Source: an optimization exercise on an open RTL-to-GDS flow (aim: small area, a short achievable clock period and few clock cycles). Production flows keep margins and buffers that such runs may drop. Power figures rest on the tool's default switching activity, not on a simulated workload.

== run 3 ==
// rle_export
module rle_export (
    input  wire        clk,
    input  wire        rst,         
    input  wire        start,
    input  wire [15:0] cfg_w,
    input  wire [15:0] cfg_h,
    input  wire [15:0] cfg_tilew,
    input  wire [4:0]  cfg_levels,
    input  wire        cfg_invert,
    output wire        busy,
    output wire        done,
    output reg  [7:0]  errcode,
    input  wire        pix_valid,
    output wire        pix_ready,
    input  wire [23:0] pix_rgb,
    output reg         out_valid,
    input  wire        out_ready,
    output reg  [7:0]  out_byte,
    output reg         out_last
);
==> flow/config.mk <==
export PLATFORM = sky130hd
export DESIGN_NAME = rle_export
export DESIGN_NICKNAME = rle_export
export VERILOG_FILES = /design/flow/design.v
export SDC_FILE = /design/flow/constraint.sdc
export NUM_CORES = 4
export LEC_CHECK = 0
export ABC_AREA = 1
export CAP_MARGIN = 20
export CORE_MARGIN = 2
export CORE_UTILIZATION = 40
export CTS_BUF_LIST = sky130_fd_sc_hd__clkbuf_8
export PLACE_DENSITY = 0.6
export SLEW_MARGIN = 20
==> flow/constraint.sdc <==
create_clock -name core_clock -period 23.0 [get_ports {clk}]
set_input_delay 4.6000 -clock core_clock [delete_from_list [all_inputs] [get_ports {clk}]]
set_output_delay 4.6000 -clock core_clock [all_outputs]
set_load 0.01 [all_outputs]
standard.sh (not shown) runs the stock make flow with config.mk's settings and CLKGATE_MAP_FILE= SYNTH_SCRIPT=/design/flow/synth_recipe.tcl, a recipe that flattens the netlist after the stock synthesis.
==> flow/flow/run.sh <==
#!/bin/bash
# The standard layout, with the port buffers made of buf_2 cells instead
# of the slow default buffer that buffer_ports picks, and timing repair
# aiming for more setup slack than the clock period needs.
set -euo pipefail
export BUFFER_PORTS_ARGS="-buffer_cell sky130_fd_sc_hd__buf_2"
export SETUP_SLACK_MARGIN=17.35
bash standard.sh > standard.log 2>&1
The flow did not stop early for run 3: all stages ran, and the layout cleared the timing, design-rule and antenna checks.
Relative to run 3, the following input files were edited for run 1:
--- a/flow/design.v
+++ b/flow/design.v
@@ -14,27 +14,26 @@
     output wire        pix_ready,
     input  wire [23:0] pix_rgb,
     output reg         out_valid,
     input  wire        out_ready,
     output reg  [7:0]  out_byte,
     output reg         out_last
 );
     reg busy_r, done_r, pix_ready_r, in_act;
     reg idle;                    
+    reg first;                   
     reg e11_r, e21_r, eany_r;
     assign busy      = busy_r;
     assign done      = done_r;
     assign pix_ready = pix_ready_r;
     always @(*) errcode = {2'b00, e21_r, e11_r, 3'b000, eany_r};
-    wire cfg_bad_levels = (cfg_levels < 5'd2) || (cfg_levels > 5'd16);
-    wire cfg_bad_tile   = (cfg_tilew == 16'd0);
-    wire cfg_empty      = (cfg_w == 16'd0) || (cfg_h == 16'd0);
-    wire cfg_ok         = !cfg_bad_levels && !cfg_bad_tile && !cfg_empty;
+    reg bad_levels_q, bad_tile_q, empty_q;
+    wire cfg_ok = !bad_levels_q && !bad_tile_q && !empty_q;
     reg [15:0] w_q, t_q;
     reg [3:0]  m_q;              
     reg        inv_q;
     reg [15:0] col, tile, row;
     wire last_col  = (col  == 16'd1);
     wire last_tile = (tile == 16'd1);
     wire last_row  = (row  == 16'd1);
     wire last_pix  = last_col && last_row;
     wire penult    = (last_row && (col == 16'd2)) ||
@@ -330,31 +329,34 @@
     wire b_proc = vB && (eocB || vA);
     wire b_ends = eocB || (cnt == 4'd15) || (lvlA != lvlB);
     wire b_load = !vB || eocB || vA;
     wire emit   = en && b_proc && b_ends;
     wire [7:0] byteB = {cnt, f_nib({lvlB, m_q})};
     reg [7:0] skid_byte;
     reg       skid_last;
     reg  out_empty;              
     wire out_free = out_empty || out_ready;
-    wire busy_n = idle ? (start && cfg_ok)
-                       : !(!out_empty && out_ready && out_last);
+    wire last_out = !out_empty && out_ready && out_last;
+    wire busy_n   = idle ? start : first ? cfg_ok : !last_out;
     wire out_valid_n = out_free ? (skid_valid || emit) : 1'b1;
     always @(posedge clk) begin
         if (idle) begin
             w_q   <= cfg_w;
             t_q   <= cfg_tilew;
             m_q   <= cfg_levels[3:0] - 4'd1;
             inv_q <= cfg_invert;
         end
-        e11_r  <= idle && cfg_bad_levels;
-        e21_r  <= idle && !cfg_bad_levels && cfg_bad_tile;
-        eany_r <= idle && (cfg_bad_levels || cfg_bad_tile);
+        bad_levels_q <= (cfg_levels < 5'd2) || (cfg_levels > 5'd16);
+        bad_tile_q   <= (cfg_tilew == 16'd0);
+        empty_q      <= (cfg_w == 16'd0) || (cfg_h == 16'd0);
+        e11_r  <= first && bad_levels_q;
+        e21_r  <= first && !bad_levels_q && bad_tile_q;
+        eany_r <= first && (bad_levels_q || bad_tile_q);
         if (idle) begin
             col  <= cfg_w;
             tile <= cfg_tilew;
             row  <= cfg_h;
         end else if (en && v1) begin
             col  <= last_col ? w_q : col - 16'd1;
             tile <= (last_col || last_tile) ? t_q : tile - 16'd1;
             if (last_col)
                 row <= row - 16'd1;
@@ -365,45 +367,51 @@
             int2 <= q_int[7:0] ^ {8{inv_q}};
             lvlA <= q_lvl;
             if (b_load)
                 lvlB <= lvlA;
         end
         if (!skid_valid) begin
             skid_byte <= byteB;
             skid_last <= eofB;
         end
-        if (out_free) begin
-            out_byte <= skid_valid ? skid_byte : byteB;
-            out_last <= skid_valid ? skid_last : eofB;
-        end
+        out_byte <= (out_byte & {8{!out_free}}) |
+                    ((skid_valid ? skid_byte : byteB) & {8{out_free}});
+        out_last <= (out_last & !out_free) |
+                    ((skid_valid ? skid_last : eofB) & out_free);
         if (rst) begin
             busy_r      <= 1'b0;
             idle        <= 1'b1;
+            first       <= 1'b0;
             done_r      <= 1'b0;
             in_act      <= 1'b0;
             pix_ready_r <= 1'b0;
             v1          <= 1'b0;
             pc2         <= 2'b00;
             pcA         <= 2'b00;
             pcB         <= 2'b00;
             cnt         <= 4'd0;
             out_valid   <= 1'b0;
             out_empty   <= 1'b1;
             skid_valid  <= 1'b0;
         end else begin
             busy_r <= busy_n;
             idle   <= !busy_n;
+            first <= idle && start;
             if (idle) begin
-                done_r      <= start && !cfg_ok;
-                in_act      <= start && cfg_ok;
-                pix_ready_r <= start && cfg_ok;
+                done_r      <= 1'b0;
+                in_act      <= 1'b0;
+                pix_ready_r <= 1'b0;
+            end else if (first) begin
+                done_r      <= !cfg_ok;
+                in_act      <= cfg_ok;
+                pix_ready_r <= cfg_ok;
             end else begin
-                done_r <= !out_empty && out_ready && out_last;
+                done_r <= last_out;
                 if (take_last)
                     in_act <= 1'b0;
                 pix_ready_r <= in_act && !take_last &&
                                !(!out_free && (skid_valid || emit));
             end
             if (en) begin
                 v1  <= take;
                 pc2 <= !v1 ? 2'b00 : last_pix ? 2'b11 :
                        (last_col || last_tile) ? 2'b10 : 2'b01;
==> summary.txt <==
Run 1 completed; timing, DRC and antenna clean
When run 1 is measured against run 3, its fraction of power spent switching nets turns out 0.67 points higher.
Diff run 3 -> run 1: sequential cell count rose by 4; xor-xnor portion of the synthesized cell area rose by 0.22 points; clock group total power fell by about 8%; post-detailed-placement half-perimeter wirelength rose by 120 µm.
Measured against each other, run 3 and run 1 differ in wire length on met2, the lower figure coming from run 3.
On post-synthesis compound-gate area fraction, run 3 and run 1 are neck and neck.
No run of this note included a check of the RTL's function; only the layout flow was run.

-- re-timing with driven ports --
How much do the figures lean on ideal ports? The routed layouts below were timed once more, with nothing changed but the port constraints. Step 1: set_driving_cell puts a clkbuf_16 on clk and a buf_2 on each other input, an assumption about the parent block. Step 2 also shifts input and output timing later by t, the mid clock arrival at the registers, as if the neighbouring blocks saw the same clock. a / b / c = no drivers / after step 1 / after step 2; a / b = the first two.
| run | t (ns) | slack for setup (ns) | worst register clock-pin slew, ns |
|---|---|---|---|
| run 3 | 0.495 | 17.317 / 17.320 / 16.824 | 0.11 / 0.11 |
| run 1 | 0.493 | 17.357 / 17.320 / 17.481 | 0.12 / 0.12 |
After both steps setup and hold are still met in every run listed. The setup slack of run 3, which loses most, moves by +0.003 ns with the drivers and by -0.493 ns with both steps.
